This design comes from an exercise in tuning for small area, a short achievable clock period and few clock cycles per item on the open sky130 flow, not from production work. In this exercise RTL edits were held to simulation tests only and were not proved equivalent to the original. Power is estimated from default activity; no workload was simulated.

==> flow/design.v <==
module lbm_trad_table (
    input  wire [7:0] raw,
    input  wire       mode,
    output reg  [6:0] target
);
    always @(*) begin
        case ({mode, raw})
            9'd0: target = 7'd0;
            9'd1: target = 7'd0;
            9'd2: target = 7'd0;
            9'd3: target = 7'd0;
            9'd4: target = 7'd0;
            9'd5: target = 7'd0;
            9'd6: target = 7'd0;
            9'd7: target = 7'd0;
            9'd8: target = 7'd0;
            9'd9: target = 7'd0;
            9'd10: target = 7'd0;
            9'd11: target = 7'd0;
            9'd12: target = 7'd0;
            9'd13: target = 7'd0;
            9'd14: target = 7'd0;
            9'd15: target = 7'd0;
            9'd16: target = 7'd0;
            9'd17: target = 7'd0;
            9'd18: target = 7'd0;
            9'd19: target = 7'd1;
            9'd20: target = 7'd1;
            9'd21: target = 7'd1;
            9'd22: target = 7'd1;
            9'd23: target = 7'd1;
            9'd24: target = 7'd1;
            9'd25: target = 7'd1;
            9'd26: target = 7'd1;
            9'd27: target = 7'd1;
            9'd28: target = 7'd1;
            9'd29: target = 7'd1;
            9'd30: target = 7'd2;
            9'd31: target = 7'd2;
            9'd32: target = 7'd2;
            9'd33: target = 7'd2;
            9'd34: target = 7'd2;
            9'd35: target = 7'd2;
            9'd36: target = 7'd2;
            9'd37: target = 7'd2;
            9'd38: target = 7'd2;
            9'd39: target = 7'd2;
            9'd40: target = 7'd2;
            9'd41: target = 7'd3;
            9'd42: target = 7'd3;
            9'd43: target = 7'd3;
            9'd44: target = 7'd3;
            9'd45: target = 7'd3;
            9'd46: target = 7'd3;
            9'd47: target = 7'd3;
            9'd48: target = 7'd3;
            9'd49: target = 7'd3;
            9'd50: target = 7'd4;
            9'd51: target = 7'd4;
            9'd52: target = 7'd4;
            9'd53: target = 7'd4;
            9'd54: target = 7'd4;
            9'd55: target = 7'd4;
            9'd56: target = 7'd4;
            9'd57: target = 7'd4;
            9'd58: target = 7'd5;
            9'd59: target = 7'd5;
            9'd60: target = 7'd5;
            9'd61: target = 7'd5;
            9'd62: target = 7'd5;
            9'd63: target = 7'd5;
            9'd64: target = 7'd5;
            9'd65: target = 7'd5;
            9'd66: target = 7'd6;
            9'd67: target = 7'd6;
            9'd68: target = 7'd6;
            9'd69: target = 7'd6;
            9'd70: target = 7'd6;
            9'd71: target = 7'd6;
            9'd72: target = 7'd6;
            9'd73: target = 7'd7;
            9'd74: target = 7'd7;
            9'd75: target = 7'd7;
            9'd76: target = 7'd7;
            9'd77: target = 7'd7;
            9'd78: target = 7'd7;
            9'd79: target = 7'd7;
            9'd80: target = 7'd8;
            9'd81: target = 7'd8;
            9'd82: target = 7'd8;
            9'd83: target = 7'd8;
            9'd84: target = 7'd8;
            9'd85: target = 7'd8;
            9'd86: target = 7'd8;
            9'd87: target = 7'd9;
            9'd88: target = 7'd9;
            9'd89: target = 7'd9;
            9'd90: target = 7'd9;
            9'd91: target = 7'd9;
            9'd92: target = 7'd9;
            9'd93: target = 7'd10;
            9'd94: target = 7'd10;
            9'd95: target = 7'd10;
            9'd96: target = 7'd10;
            9'd97: target = 7'd10;
            9'd98: target = 7'd11;
            9'd99: target = 7'd11;
            9'd100: target = 7'd11;
            9'd101: target = 7'd11;
            9'd102: target = 7'd11;
            9'd103: target = 7'd12;
            9'd104: target = 7'd12;
            9'd105: target = 7'd12;
            9'd106: target = 7'd12;
            9'd107: target = 7'd12;
            9'd108: target = 7'd13;
            9'd109: target = 7'd13;
            9'd110: target = 7'd14;
            9'd111: target = 7'd17;
            9'd112: target = 7'd19;
            9'd113: target = 7'd21;
            9'd114: target = 7'd24;
            9'd115: target = 7'd27;
            9'd116: target = 7'd29;
            9'd117: target = 7'd32;
            9'd118: target = 7'd34;
            9'd119: target = 7'd37;
            9'd120: target = 7'd40;
            9'd121: target = 7'd43;
            9'd122: target = 7'd45;
            9'd123: target = 7'd64;
            9'd124: target = 7'd64;
            9'd125: target = 7'd64;
            9'd126: target = 7'd64;
            9'd127: target = 7'd64;
            9'd128: target = 7'd64;
            9'd129: target = 7'd64;
            9'd130: target = 7'd64;
            9'd131: target = 7'd64;
            9'd132: target = 7'd64;
            9'd133: target = 7'd64;
            9'd134: target = 7'd64;
            9'd135: target = 7'd64;
            9'd136: target = 7'd64;
            9'd137: target = 7'd64;
            9'd138: target = 7'd64;
            9'd139: target = 7'd64;
            9'd140: target = 7'd64;
            9'd141: target = 7'd64;
            9'd142: target = 7'd64;
            9'd143: target = 7'd64;
            9'd144: target = 7'd64;
            9'd145: target = 7'd64;
            9'd146: target = 7'd64;
            9'd147: target = 7'd64;
            9'd148: target = 7'd64;
            9'd149: target = 7'd64;
            9'd150: target = 7'd64;
            9'd151: target = 7'd64;
            9'd152: target = 7'd64;
            9'd153: target = 7'd64;
            9'd154: target = 7'd64;
            9'd155: target = 7'd64;
            9'd156: target = 7'd64;
            9'd157: target = 7'd64;
            9'd158: target = 7'd64;
            9'd159: target = 7'd64;
            9'd160: target = 7'd64;
            9'd161: target = 7'd64;
            9'd162: target = 7'd64;
            9'd163: target = 7'd64;
            9'd164: target = 7'd64;
            9'd165: target = 7'd64;
            9'd166: target = 7'd64;
            9'd167: target = 7'd64;
            9'd168: target = 7'd64;
            9'd169: target = 7'd64;
            9'd170: target = 7'd64;
            9'd171: target = 7'd64;
            9'd172: target = 7'd64;
            9'd173: target = 7'd64;
            9'd174: target = 7'd64;
            9'd175: target = 7'd64;
            9'd176: target = 7'd64;
            9'd177: target = 7'd64;
            9'd178: target = 7'd64;
            9'd179: target = 7'd64;
            9'd180: target = 7'd64;
            9'd181: target = 7'd64;
            9'd182: target = 7'd64;
            9'd183: target = 7'd64;
            9'd184: target = 7'd64;
            9'd185: target = 7'd64;
            9'd186: target = 7'd64;
            9'd187: target = 7'd64;
            9'd188: target = 7'd64;
            9'd189: target = 7'd64;
            9'd190: target = 7'd64;
            9'd191: target = 7'd64;
            9'd192: target = 7'd64;
            9'd193: target = 7'd64;
            9'd194: target = 7'd64;
            9'd195: target = 7'd64;
            9'd196: target = 7'd64;
            9'd197: target = 7'd64;
            9'd198: target = 7'd64;
            9'd199: target = 7'd64;
            9'd200: target = 7'd64;
            9'd201: target = 7'd64;
            9'd202: target = 7'd64;
            9'd203: target = 7'd64;
            9'd204: target = 7'd64;
            9'd205: target = 7'd64;
            9'd206: target = 7'd64;
            9'd207: target = 7'd64;
            9'd208: target = 7'd64;
            9'd209: target = 7'd64;
            9'd210: target = 7'd64;
            9'd211: target = 7'd64;
            9'd212: target = 7'd64;
            9'd213: target = 7'd64;
            9'd214: target = 7'd64;
            9'd215: target = 7'd64;
            9'd216: target = 7'd64;
            9'd217: target = 7'd64;
            9'd218: target = 7'd64;
            9'd219: target = 7'd64;
            9'd220: target = 7'd64;
            9'd221: target = 7'd64;
            9'd222: target = 7'd64;
            9'd223: target = 7'd64;
            9'd224: target = 7'd64;
            9'd225: target = 7'd0;
            9'd226: target = 7'd0;
            9'd227: target = 7'd0;
            9'd228: target = 7'd0;
            9'd229: target = 7'd0;
            9'd230: target = 7'd0;
            9'd231: target = 7'd0;
            9'd232: target = 7'd0;
            9'd233: target = 7'd0;
            9'd234: target = 7'd0;
            9'd235: target = 7'd0;
            9'd236: target = 7'd0;
            9'd237: target = 7'd0;
            9'd238: target = 7'd0;
            9'd239: target = 7'd0;
            9'd240: target = 7'd0;
            9'd241: target = 7'd0;
            9'd242: target = 7'd0;
            9'd243: target = 7'd0;
            9'd244: target = 7'd0;
            9'd245: target = 7'd0;
            9'd246: target = 7'd0;
            9'd247: target = 7'd0;
            9'd248: target = 7'd0;
            9'd249: target = 7'd0;
            9'd250: target = 7'd0;
            9'd251: target = 7'd0;
            9'd252: target = 7'd0;
            9'd253: target = 7'd0;
            9'd254: target = 7'd0;
            9'd255: target = 7'd0;
            9'd256: target = 7'd0;
            9'd257: target = 7'd0;
            9'd258: target = 7'd0;
            9'd259: target = 7'd0;
            9'd260: target = 7'd0;
            9'd261: target = 7'd0;
            9'd262: target = 7'd0;
            9'd263: target = 7'd0;
            9'd264: target = 7'd0;
            9'd265: target = 7'd0;
            9'd266: target = 7'd1;
            9'd267: target = 7'd1;
            9'd268: target = 7'd1;
            9'd269: target = 7'd1;
            9'd270: target = 7'd1;
            9'd271: target = 7'd1;
            9'd272: target = 7'd1;
            9'd273: target = 7'd1;
            9'd274: target = 7'd1;
            9'd275: target = 7'd1;
            9'd276: target = 7'd1;
            9'd277: target = 7'd1;
            9'd278: target = 7'd1;
            9'd279: target = 7'd1;
            9'd280: target = 7'd1;
            9'd281: target = 7'd1;
            9'd282: target = 7'd1;
            9'd283: target = 7'd2;
            9'd284: target = 7'd2;
            9'd285: target = 7'd2;
            9'd286: target = 7'd2;
            9'd287: target = 7'd2;
            9'd288: target = 7'd2;
            9'd289: target = 7'd2;
            9'd290: target = 7'd2;
            9'd291: target = 7'd2;
            9'd292: target = 7'd2;
            9'd293: target = 7'd2;
            9'd294: target = 7'd2;
            9'd295: target = 7'd2;
            9'd296: target = 7'd2;
            9'd297: target = 7'd2;
            9'd298: target = 7'd2;
            9'd299: target = 7'd3;
            9'd300: target = 7'd3;
            9'd301: target = 7'd3;
            9'd302: target = 7'd3;
            9'd303: target = 7'd3;
            9'd304: target = 7'd3;
            9'd305: target = 7'd3;
            9'd306: target = 7'd3;
            9'd307: target = 7'd3;
            9'd308: target = 7'd3;
            9'd309: target = 7'd3;
            9'd310: target = 7'd3;
            9'd311: target = 7'd3;
            9'd312: target = 7'd3;
            9'd313: target = 7'd3;
            9'd314: target = 7'd3;
            9'd315: target = 7'd4;
            9'd316: target = 7'd4;
            9'd317: target = 7'd4;
            9'd318: target = 7'd4;
            9'd319: target = 7'd4;
            9'd320: target = 7'd4;
            9'd321: target = 7'd4;
            9'd322: target = 7'd4;
            9'd323: target = 7'd4;
            9'd324: target = 7'd4;
            9'd325: target = 7'd4;
            9'd326: target = 7'd4;
            9'd327: target = 7'd4;
            9'd328: target = 7'd4;
            9'd329: target = 7'd5;
            9'd330: target = 7'd5;
            9'd331: target = 7'd5;
            9'd332: target = 7'd5;
            9'd333: target = 7'd5;
            9'd334: target = 7'd5;
            9'd335: target = 7'd5;
            9'd336: target = 7'd5;
            9'd337: target = 7'd5;
            9'd338: target = 7'd5;
            9'd339: target = 7'd5;
            9'd340: target = 7'd5;
            9'd341: target = 7'd5;
            9'd342: target = 7'd6;
            9'd343: target = 7'd6;
            9'd344: target = 7'd6;
            9'd345: target = 7'd6;
            9'd346: target = 7'd6;
            9'd347: target = 7'd6;
            9'd348: target = 7'd6;
            9'd349: target = 7'd6;
            9'd350: target = 7'd6;
            9'd351: target = 7'd6;
            9'd352: target = 7'd6;
            9'd353: target = 7'd7;
            9'd354: target = 7'd7;
            9'd355: target = 7'd7;
            9'd356: target = 7'd7;
            9'd357: target = 7'd7;
            9'd358: target = 7'd7;
            9'd359: target = 7'd7;
            9'd360: target = 7'd7;
            9'd361: target = 7'd7;
            9'd362: target = 7'd7;
            9'd363: target = 7'd7;
            9'd364: target = 7'd8;
            9'd365: target = 7'd8;
            9'd366: target = 7'd8;
            9'd367: target = 7'd8;
            9'd368: target = 7'd8;
            9'd369: target = 7'd8;
            9'd370: target = 7'd8;
            9'd371: target = 7'd8;
            9'd372: target = 7'd9;
            9'd373: target = 7'd9;
            9'd374: target = 7'd9;
            9'd375: target = 7'd9;
            9'd376: target = 7'd9;
            9'd377: target = 7'd9;
            9'd378: target = 7'd9;
            9'd379: target = 7'd9;
            9'd380: target = 7'd10;
            9'd381: target = 7'd10;
            9'd382: target = 7'd10;
            9'd383: target = 7'd10;
            9'd384: target = 7'd10;
            9'd385: target = 7'd11;
            9'd386: target = 7'd11;
            9'd387: target = 7'd11;
            9'd388: target = 7'd11;
            9'd389: target = 7'd12;
            9'd390: target = 7'd12;
            9'd391: target = 7'd12;
            9'd392: target = 7'd12;
            9'd393: target = 7'd12;
            9'd394: target = 7'd12;
            9'd395: target = 7'd12;
            9'd396: target = 7'd12;
            9'd397: target = 7'd12;
            9'd398: target = 7'd12;
            9'd399: target = 7'd12;
            9'd400: target = 7'd12;
            9'd401: target = 7'd12;
            9'd402: target = 7'd12;
            9'd403: target = 7'd12;
            9'd404: target = 7'd12;
            9'd405: target = 7'd12;
            9'd406: target = 7'd12;
            9'd407: target = 7'd12;
            9'd408: target = 7'd12;
            9'd409: target = 7'd12;
            9'd410: target = 7'd12;
            9'd411: target = 7'd12;
            9'd412: target = 7'd12;
            9'd413: target = 7'd12;
            9'd414: target = 7'd12;
            9'd415: target = 7'd12;
            9'd416: target = 7'd12;
            9'd417: target = 7'd12;
            9'd418: target = 7'd12;
            9'd419: target = 7'd12;
            9'd420: target = 7'd12;
            9'd421: target = 7'd12;
            9'd422: target = 7'd12;
            9'd423: target = 7'd12;
            9'd424: target = 7'd12;
            9'd425: target = 7'd12;
            9'd426: target = 7'd12;
            9'd427: target = 7'd12;
            9'd428: target = 7'd12;
            9'd429: target = 7'd12;
            9'd430: target = 7'd12;
            9'd431: target = 7'd12;
            9'd432: target = 7'd12;
            9'd433: target = 7'd12;
            9'd434: target = 7'd12;
            9'd435: target = 7'd12;
            9'd436: target = 7'd12;
            9'd437: target = 7'd12;
            9'd438: target = 7'd12;
            9'd439: target = 7'd12;
            9'd440: target = 7'd12;
            9'd441: target = 7'd12;
            9'd442: target = 7'd12;
            9'd443: target = 7'd12;
            9'd444: target = 7'd12;
            9'd445: target = 7'd12;
            9'd446: target = 7'd12;
            9'd447: target = 7'd12;
            9'd448: target = 7'd12;
            9'd449: target = 7'd12;
            9'd450: target = 7'd12;
            9'd451: target = 7'd12;
            9'd452: target = 7'd12;
            9'd453: target = 7'd12;
            9'd454: target = 7'd12;
            9'd455: target = 7'd12;
            9'd456: target = 7'd12;
            9'd457: target = 7'd12;
            9'd458: target = 7'd12;
            9'd459: target = 7'd12;
            9'd460: target = 7'd12;
            9'd461: target = 7'd12;
            9'd462: target = 7'd12;
            9'd463: target = 7'd12;
            9'd464: target = 7'd12;
            9'd465: target = 7'd12;
            9'd466: target = 7'd12;
            9'd467: target = 7'd12;
            9'd468: target = 7'd12;
            9'd469: target = 7'd12;
            9'd470: target = 7'd12;
            9'd471: target = 7'd12;
            9'd472: target = 7'd12;
            9'd473: target = 7'd12;
            9'd474: target = 7'd12;
            9'd475: target = 7'd12;
            9'd476: target = 7'd12;
            9'd477: target = 7'd12;
            9'd478: target = 7'd12;
            9'd479: target = 7'd12;
            9'd480: target = 7'd12;
            9'd481: target = 7'd0;
            9'd482: target = 7'd0;
            9'd483: target = 7'd0;
            9'd484: target = 7'd0;
            9'd485: target = 7'd0;
            9'd486: target = 7'd0;
            9'd487: target = 7'd0;
            9'd488: target = 7'd0;
            9'd489: target = 7'd0;
            9'd490: target = 7'd0;
            9'd491: target = 7'd0;
            9'd492: target = 7'd0;
            9'd493: target = 7'd0;
            9'd494: target = 7'd0;
            9'd495: target = 7'd0;
            9'd496: target = 7'd0;
            9'd497: target = 7'd0;
            9'd498: target = 7'd0;
            9'd499: target = 7'd0;
            9'd500: target = 7'd0;
            9'd501: target = 7'd0;
            9'd502: target = 7'd0;
            9'd503: target = 7'd0;
            9'd504: target = 7'd0;
            9'd505: target = 7'd0;
            9'd506: target = 7'd0;
            9'd507: target = 7'd0;
            9'd508: target = 7'd0;
            9'd509: target = 7'd0;
            9'd510: target = 7'd0;
            9'd511: target = 7'd0;
            default: target = 7'd0;
        endcase
    end
endmodule
module lbm_log_table (
    input  wire [6:0] idx,
    output reg  [7:0] r,
    output reg  [5:0] g
);
    always @(*) begin
        case (idx)
            7'd0: begin r = 8'd0; g = 6'd0; end
            7'd1: begin r = 8'd0; g = 6'd0; end
            7'd2: begin r = 8'd0; g = 6'd0; end
            7'd3: begin r = 8'd0; g = 6'd0; end
            7'd4: begin r = 8'd0; g = 6'd0; end
            7'd5: begin r = 8'd0; g = 6'd0; end
            7'd6: begin r = 8'd0; g = 6'd0; end
            7'd7: begin r = 8'd0; g = 6'd0; end
            7'd8: begin r = 8'd0; g = 6'd0; end
            7'd9: begin r = 8'd0; g = 6'd0; end
            7'd10: begin r = 8'd0; g = 6'd0; end
            7'd11: begin r = 8'd0; g = 6'd0; end
            7'd12: begin r = 8'd0; g = 6'd0; end
            7'd13: begin r = 8'd0; g = 6'd0; end
            7'd14: begin r = 8'd0; g = 6'd0; end
            7'd15: begin r = 8'd0; g = 6'd0; end
            7'd16: begin r = 8'd0; g = 6'd0; end
            7'd17: begin r = 8'd0; g = 6'd0; end
            7'd18: begin r = 8'd0; g = 6'd0; end
            7'd19: begin r = 8'd0; g = 6'd0; end
            7'd20: begin r = 8'd0; g = 6'd0; end
            7'd21: begin r = 8'd0; g = 6'd0; end
            7'd22: begin r = 8'd0; g = 6'd1; end
            7'd23: begin r = 8'd0; g = 6'd1; end
            7'd24: begin r = 8'd0; g = 6'd1; end
            7'd25: begin r = 8'd0; g = 6'd1; end
            7'd26: begin r = 8'd0; g = 6'd1; end
            7'd27: begin r = 8'd0; g = 6'd1; end
            7'd28: begin r = 8'd0; g = 6'd1; end
            7'd29: begin r = 8'd0; g = 6'd1; end
            7'd30: begin r = 8'd0; g = 6'd1; end
            7'd31: begin r = 8'd0; g = 6'd1; end
            7'd32: begin r = 8'd0; g = 6'd1; end
            7'd33: begin r = 8'd0; g = 6'd1; end
            7'd34: begin r = 8'd0; g = 6'd1; end
            7'd35: begin r = 8'd0; g = 6'd1; end
            7'd36: begin r = 8'd0; g = 6'd1; end
            7'd37: begin r = 8'd0; g = 6'd1; end
            7'd38: begin r = 8'd0; g = 6'd1; end
            7'd39: begin r = 8'd0; g = 6'd1; end
            7'd40: begin r = 8'd0; g = 6'd1; end
            7'd41: begin r = 8'd0; g = 6'd1; end
            7'd42: begin r = 8'd0; g = 6'd2; end
            7'd43: begin r = 8'd0; g = 6'd2; end
            7'd44: begin r = 8'd0; g = 6'd2; end
            7'd45: begin r = 8'd0; g = 6'd2; end
            7'd46: begin r = 8'd0; g = 6'd2; end
            7'd47: begin r = 8'd0; g = 6'd2; end
            7'd48: begin r = 8'd0; g = 6'd2; end
            7'd49: begin r = 8'd0; g = 6'd2; end
            7'd50: begin r = 8'd0; g = 6'd2; end
            7'd51: begin r = 8'd0; g = 6'd2; end
            7'd52: begin r = 8'd0; g = 6'd2; end
            7'd53: begin r = 8'd0; g = 6'd2; end
            7'd54: begin r = 8'd0; g = 6'd3; end
            7'd55: begin r = 8'd0; g = 6'd3; end
            7'd56: begin r = 8'd0; g = 6'd3; end
            7'd57: begin r = 8'd0; g = 6'd3; end
            7'd58: begin r = 8'd0; g = 6'd3; end
            7'd59: begin r = 8'd0; g = 6'd3; end
            7'd60: begin r = 8'd0; g = 6'd3; end
            7'd61: begin r = 8'd0; g = 6'd3; end
            7'd62: begin r = 8'd0; g = 6'd4; end
            7'd63: begin r = 8'd0; g = 6'd4; end
            7'd64: begin r = 8'd0; g = 6'd4; end
            7'd65: begin r = 8'd0; g = 6'd4; end
            7'd66: begin r = 8'd0; g = 6'd4; end
            7'd67: begin r = 8'd0; g = 6'd5; end
            7'd68: begin r = 8'd0; g = 6'd5; end
            7'd69: begin r = 8'd0; g = 6'd5; end
            7'd70: begin r = 8'd0; g = 6'd5; end
            7'd71: begin r = 8'd0; g = 6'd5; end
            7'd72: begin r = 8'd0; g = 6'd6; end
            7'd73: begin r = 8'd0; g = 6'd6; end
            7'd74: begin r = 8'd0; g = 6'd6; end
            7'd75: begin r = 8'd0; g = 6'd6; end
            7'd76: begin r = 8'd0; g = 6'd6; end
            7'd77: begin r = 8'd0; g = 6'd7; end
            7'd78: begin r = 8'd0; g = 6'd7; end
            7'd79: begin r = 8'd0; g = 6'd7; end
            7'd80: begin r = 8'd0; g = 6'd7; end
            7'd81: begin r = 8'd0; g = 6'd8; end
            7'd82: begin r = 8'd0; g = 6'd8; end
            7'd83: begin r = 8'd0; g = 6'd8; end
            7'd84: begin r = 8'd0; g = 6'd9; end
            7'd85: begin r = 8'd0; g = 6'd9; end
            7'd86: begin r = 8'd0; g = 6'd10; end
            7'd87: begin r = 8'd0; g = 6'd10; end
            7'd88: begin r = 8'd0; g = 6'd10; end
            7'd89: begin r = 8'd0; g = 6'd11; end
            7'd90: begin r = 8'd0; g = 6'd11; end
            7'd91: begin r = 8'd0; g = 6'd11; end
            7'd92: begin r = 8'd0; g = 6'd12; end
            7'd93: begin r = 8'd0; g = 6'd12; end
            7'd94: begin r = 8'd0; g = 6'd13; end
            7'd95: begin r = 8'd0; g = 6'd13; end
            7'd96: begin r = 8'd0; g = 6'd14; end
            7'd97: begin r = 8'd0; g = 6'd14; end
            7'd98: begin r = 8'd0; g = 6'd15; end
            7'd99: begin r = 8'd0; g = 6'd15; end
            7'd100: begin r = 8'd0; g = 6'd16; end
            7'd101: begin r = 8'd0; g = 6'd17; end
            7'd102: begin r = 8'd0; g = 6'd17; end
            7'd103: begin r = 8'd0; g = 6'd18; end
            7'd104: begin r = 8'd0; g = 6'd19; end
            7'd105: begin r = 8'd0; g = 6'd19; end
            7'd106: begin r = 8'd0; g = 6'd20; end
            7'd107: begin r = 8'd0; g = 6'd21; end
            7'd108: begin r = 8'd0; g = 6'd22; end
            7'd109: begin r = 8'd0; g = 6'd22; end
            7'd110: begin r = 8'd0; g = 6'd23; end
            7'd111: begin r = 8'd0; g = 6'd24; end
            7'd112: begin r = 8'd0; g = 6'd25; end
            7'd113: begin r = 8'd0; g = 6'd26; end
            7'd114: begin r = 8'd0; g = 6'd27; end
            7'd115: begin r = 8'd0; g = 6'd28; end
            7'd116: begin r = 8'd0; g = 6'd29; end
            7'd117: begin r = 8'd0; g = 6'd30; end
            7'd118: begin r = 8'd0; g = 6'd31; end
            7'd119: begin r = 8'd0; g = 6'd33; end
            7'd120: begin r = 8'd9; g = 6'd34; end
            7'd121: begin r = 8'd20; g = 6'd35; end
            7'd122: begin r = 8'd33; g = 6'd37; end
            7'd123: begin r = 8'd46; g = 6'd39; end
            7'd124: begin r = 8'd125; g = 6'd0; end
            7'd125: begin r = 8'd165; g = 6'd0; end
            7'd126: begin r = 8'd210; g = 6'd0; end
            7'd127: begin r = 8'd255; g = 6'd0; end
            default: begin r = 8'd0; g = 6'd0; end
        endcase
    end
endmodule
module lbm_curve (
    input  wire [7:0] raw,
    input  wire       mode,
    output wire [6:0] target
);
    lbm_trad_table u_tab (.raw(raw), .mode(mode), .target(target));
endmodule
module lbm_pair (
    input  wire [159:0] audio,      
    output wire [79:0]  pkeys       
);
    genvar j;
    generate
        for (j = 0; j < 10; j = j + 1) begin : g_pair
            wire [7:0] s0 = audio[16*j +: 8];
            wire [7:0] s1 = audio[16*j+8 +: 8];
            wire [7:0] k0 = {s0[6:0] ^ {7{~s0[7]}}, ~s0[7]};
            wire [7:0] k1 = {s1[6:0] ^ {7{~s1[7]}}, ~s1[7]};
            assign pkeys[8*j +: 8] = (k0 > k1) ? k0 : k1;
        end
    endgenerate
endmodule
module lbm_peak (
    input  wire [79:0] keys,
    output wire [7:0]  pkey
);
    wire [9:0] alive [0:8];
    assign alive[8] = 10'h3FF;
    genvar j, b;
    generate
        for (b = 7; b >= 0; b = b - 1) begin : g_bit
            wire [9:0] hit;
            for (j = 0; j < 10; j = j + 1) begin : g_j
                assign hit[j] = alive[b+1][j] & keys[8*j+b];
            end
            assign pkey[b]  = |hit;
            assign alive[b] = pkey[b] ? hit : alive[b+1];
        end
    endgenerate
endmodule
module lbm_vu_color (
    input  wire [6:0] idx,
    output wire [7:0] r,
    output wire [5:0] g
);
    lbm_log_table u_tab (.idx(idx), .r(r), .g(g));
endmodule
module lbm_dsp (
    input  wire         clk,
    input  wire         rst,
    input  wire         in_valid,
    output wire         in_ready,
    input  wire [1:0]   in_op,        
    input  wire         in_mode,      
    input  wire [7:0]   in_raw,       
    input  wire [159:0] in_audio,     
    output reg          out_valid,
    output reg  [6:0]   out_target,
    output wire [15:0]  out_vu,
    output wire [7:0]   out_r,
    output wire [7:0]   out_g,
    output wire [7:0]   out_b
);
    localparam OP_TARGET = 2'd0;
    localparam OP_VUSAMP = 2'd1;
    localparam OP_VUMAX  = 2'd2;
    assign in_ready = 1'b1;
    reg         c_valid;
    reg [1:0]   c_op;
    reg         c_mode;
    reg [7:0]   c_raw;
    reg [79:0]  c_pair;      
    wire [79:0] pair;
    lbm_pair u_pair (.audio(in_audio), .pkeys(pair));
    always @(posedge clk) begin
        c_valid <= in_valid & ~rst;
        c_op    <= in_op;
        c_mode  <= in_mode;
        c_raw   <= in_raw;
        c_pair  <= pair;
    end
    wire [6:0] target;
    lbm_curve u_curve (.raw(c_raw), .mode(c_mode), .target(target));
    wire [7:0] pkey;
    lbm_peak u_peak (.keys(c_pair), .pkey(pkey));
    reg       d_samp, d_vmax, d_valid;
    reg [7:0] d_pkey;
    reg [6:0] d_target;
    always @(posedge clk) begin
        d_valid  <= c_valid & ~rst;
        d_samp   <= c_valid & ~rst & (c_op == OP_VUSAMP);
        d_vmax   <= c_valid & ~rst & (c_op == OP_VUMAX);
        d_pkey   <= pkey;
        d_target <= (c_op == OP_TARGET) ? target : 7'd0;
    end
    reg [15:0] vu_state;
    reg [7:0]  win0, win1, win2;    
    reg [7:0]  col_r;
    reg [5:0]  col_g;
    wire [7:0] m01  = (d_pkey > win0) ? d_pkey : win0;
    wire [7:0] m23  = (win1 > win2) ? win1 : win2;
    wire [7:0] skey = (m01 > m23) ? m01 : m23;
    wire [7:0] sig  = {1'b0, skey[7:1]} + {7'd0, skey[0]};    
    wire [15:0] decay  = vu_state + {4'hF, ~vu_state[15:4]} + {15'd0, ~|vu_state[3:0]};
    wire        attack = ({sig, 8'd0} >= vu_state);
    wire        dzero  = (decay[15:8] == 8'd0);
    wire [8:0] didx = {1'b0, decay[15:8]} + {8'd0, decay[7]};
    reg  [6:0] idx;
    always @(*) begin
        if (d_vmax)
            idx = 7'd127;
        else if (attack)
            idx = sig[7] ? 7'd127 : sig[6:0];
        else if (dzero)
            idx = 7'd0;
        else
            idx = (didx[8] | didx[7]) ? 7'd127 : didx[6:0];
    end
    wire [7:0] nr;
    wire [5:0] ng;
    lbm_vu_color u_color (.idx(idx), .r(nr), .g(ng));
    always @(posedge clk) begin
        if (rst) begin
            vu_state <= 16'd0;
            win0 <= 8'd0; win1 <= 8'd0; win2 <= 8'd0;
            col_r <= 8'd0;
            col_g <= 6'd0;
            out_valid <= 1'b0;
        end else begin
            out_valid <= d_valid;
            if (d_samp) begin
                vu_state <= attack ? {sig, 8'd0} : dzero ? 16'd0 : decay;
                win0 <= d_pkey; win1 <= win0; win2 <= win1;
            end else if (d_vmax) begin
                vu_state <= 16'hFFFF;
            end
            if (d_samp | d_vmax) begin
                col_r <= nr;
                col_g <= ng;
            end
        end
        out_target <= d_target;
    end
    assign out_vu = vu_state;
    assign out_r  = col_r;
    assign out_g  = {2'd0, col_g};
    assign out_b  = 8'd0;
endmodule
==> flow/run.sh <==
#!/bin/bash
# synth_recipe.tcl (not shown) runs the flow's synth.tcl, then flattens the netlist and writes it again
# the make line also repeats each setting of config.mk as NAME=value (left out here)
make -C /OpenROAD-flow-scripts/flow DESIGN_CONFIG=/design/flow/config.mk WORK_HOME=/design/flow/orfs CLKGATE_MAP_FILE= SYNTH_SCRIPT=/design/flow/synth_recipe.tcl finish
==> flow/config.mk <==
export PLATFORM = sky130hd
export DESIGN_NAME = lbm_dsp
export DESIGN_NICKNAME = lbm_dsp
export VERILOG_FILES = /design/flow/design.v
export SDC_FILE = /design/flow/constraint.sdc
export NUM_CORES = 4
export LEC_CHECK = 0
export ABC_AREA = 1
export CAP_MARGIN = 20
export CORE_MARGIN = 2
export CORE_UTILIZATION = 40
export SLEW_MARGIN = 20
==> flow/constraint.sdc <==
create_clock -name core_clock -period 70.0 [get_ports {clk}]
set_input_delay 14.0000 -clock core_clock [delete_from_list [all_inputs] [get_ports {clk}]]
set_output_delay 14.0000 -clock core_clock [all_outputs]
set_load 0.01 [all_outputs]
==> metrics.csv <==
metric;value;unit
status;finished clean;
r2r_end;col_g[0]$_SDFFE_PP0P_;
finalWirelength;35000;um
clk_latency;0.44;ns
yosysTopAreaCell;dfxtp_1;
clock-sinks;172;
finalSetupViolations;0;
gp_congestion;0.894;
synth_seq_cells;172;
arrival;16.38;ns
clkTransAtPathRegs;0.07;ns
final_max_slew_viol_count;0;
async_flop_share;0;%
synth_edf_count;0;
yosysUniqueCellTypes;50;
yosysMostFrequentCell;nand2_1;
final_cell_count_no_fill;2392;
synth_top_area_share;26.7;%
ctsResizeCount;0;
synth_common_cells;390 x nand2_1, 193 x o21ai_0, 182 x inv_1, 172 x dfxtp_1, 143 x ha_1;
grt_max_degree;35;
first_iter_violations;715;
root_buffer;clkbuf_16;
regArea;0.00344;mm2
fmax;0.0623;GHz
chipHeight;184;um
drcViolationCount;0;
drive_gt1_share;3.47;%
hp-class;flip-flop to flip-flop;
wl_per_cell;14.6;um
vias;12300;
cts_buffer_depth;2;
fin_ws;53.96;ns
first_pass_iters;5;
crit_fanout;14;
grt_pass1_wl;57700;um
critical_path_class;primary input to flip-flop;
antenna_found_initial;2;
io_pins;223;
numPortBuffers;211;
grtUsageTotal;21.0;%
cp-end-kind;flip-flop;
seq_area_frac_synth;26.7;%
max_cap_violations;0;
power.density;44.4;mW/mm2
nNetsFinal;2294;
start_util;40.8;%
postRouteAntennaNets;0;
syn-cell-area;0.0129;mm2
hold_viol;0;
cts_buffers;17;
grt_pass1_vias;11900;
fill_cells;3150;
dp_slack;53.51;ns
min_from;d_target[5]$_SDFF_PP0_;
syn2layout_area_growth;22.6;%
worstPathCellList;clkdlybuf4s50_1 > xnor2_1 > ha_1 > nand2_1 > inv_1 > a221oi_1 > o221ai_1 > nand2_1 > inv_1 > o21ai_0;
hold_path_depth;0;
cts_tree;built;
relSlewSlack;33.0;%
ir_drop;0.0000351;V
fin_crit;16.04;ns
multi_input_area;0.00841;mm2
dp_cells;2358;
holdBufCountCts;0;
die_w;184;um
dp_hpwl;27800;um
syn_inst;1807;
final.period_utilization;22.9;%
slowest_stage;clkdlybuf4s50_1;
crit_path_start_kind;primary input;
dieArea;0.0337;mm2
synthTopCellsByArea;dfxtp_1 27%, ha_1 14%, nand2_1 11%, o21ai_0 7.5%, xor2_1 5.8%;
overflow;0;
post_cts_buffers;0;
finalInstanceArea;0.0158;mm2
via_per_inst;5.13;
p_total;702;uW
rsz0062_at_grt;false;
htree_levels;4;
worstPathRequired;70.34;ns
slowest_delay;0.78;ns
worstMarginPinSlew;1.00;ns
reg2reg_from;win0[7]$_SDFFE_PP0P_;
yosys_warnings;4;
reg2reg_depth;43;
placed_cell_area;0.0152;mm2
fin_tns_setup;0;ns
rows;65;
postSynthAreaPerCell;7.14;um2
design.core.area;0.0316;mm2
whs_endpoint;out_target[5]$_DFF_P_;
ys.flop_type;dfxtp_1;
leakagePower;0.00718;uW
reg2reg_slack;60.95;ns
finClkSkew;0.00940;ns
flip-flops by register name, summed over array words and instances (netlist names):
register and count:
c_raw 8, d_samp 1, win2 8, d_target 7, c_pair 80, c_op 2, win1 8, d_vmax 1
c_valid 1, vu_state 16, out_target 7, win0 8, col_r 8, c_mode 1, col_g 6, d_pkey 8
d_valid 1, out_valid 1
power breakdown:
| group | internal (uW) | switching, uW |
|---|---|---|
| logic | 152 | 328 |
| registers | 116 | 10.3 |
| clock network | 48.2 | 46.7 |
| total | 316 | 385 |
per-layer routing:
metal  wire length (um)  up-vias  global-route usage [%]
met2              15600      377                    34.6
met5                  0        -                       0
li1                   -     6383                       -
met4                706        0                    6.24
met3               1920       41                    2.91
met1              16700     5476                    28.4
worst max path at each step:
stage,to,start
2_1_floorplan,c_pair[60]$_DFF_P_,in_audio[119]
3_3_place_gp,c_pair[20]$_DFF_P_,in_audio[39]
3_5_place_dp,c_pair[57]$_DFF_P_,in_audio[119]
4_1_cts,c_pair[57]$_DFF_P_,in_audio[119]
5_1_grt,c_pair[60]$_DFF_P_,in_audio[119]
6_report,c_pair[60]$_DFF_P_,in_audio[119]
final cells by class:
type                       instances  area share, %
timing repair buffer             215           13.5
inverter                         189           4.49
tap                              402           3.18
multi-input combinational       1380           53.2
antenna                            2         0.0317
sequential                       172           21.8
clock inverter                    15           1.06
clock buffer                      17           2.69
per-stage QoR:
step	utilization [%]	hold WS [ns]
2_1_floorplan	-	0.310
3_3_place_gp	48.1	0.312
3_5_place_dp	48.1	0.313
4_1_cts	50.0	0.331
5_1_grt	50.0	0.338
6_report	50.0	0.331
placed cells by master, fill, tap and decap left out, types with 76 or more instances in the layout:
cell	instances
xor2_1	86
nor2_1	99
inv_1	182
ha_1	143
clkdlybuf4s50_1	211
dfxtp_1	172
nand2_1	390
o21ai_0	193
a21oi_1	126
xnor2_1	76
worst max-delay path, delay by kind of cell:
kind | cells | cell delay (ns)
compound gates | 3 | 0.68
xor+xnor | 1 | 0.18
fa+ha+maj | 1 | 0.34
buf+inv | 3 | 1.01
simple gates | 2 | 0.18
logic make-up after synthesis:
family | synth area share, %
AO/OA/AOI/OAI | 17.6
XOR/XNOR | 11.0
buffers and inverters | 8.35
other | 0.0582
flip-flops | 26.7
adder cells (fa/ha/maj) | 14.2
AND/OR/NAND/NOR | 22.1
Testbench counts, summed over its fixed seeds: cycles 16,024, items 16,000.

[static timing again, ports no longer ideal]
The flow's constraints put no driver on any port. The routed layout listed below was extracted and timed again, unchanged, in two steps.
Step 1 sets driving cells, clkbuf_16 on the clock port and buf_2 on the other inputs (assumed; they add their load-dependent delay and slew).
Step 2 times the ports against the registers' clock, not the clock port: input delays grow and output delays shrink by t, the midpoint of the rising clock arrivals with the driver on.
Three values: ideal ports, drivers, drivers and shift; two values: the first two.
shift t [ns]: 0.481
setup slack, ns: 53.961 / 53.952 / 53.471
worst register clock-pin slew, ns: 0.08 / 0.08
worst data-port slew with drivers (ns): 0.09
After both steps setup and hold are still met in this run. For this run, drivers alone change the setup slack by -0.009 ns; drivers and shift together by -0.490 ns.
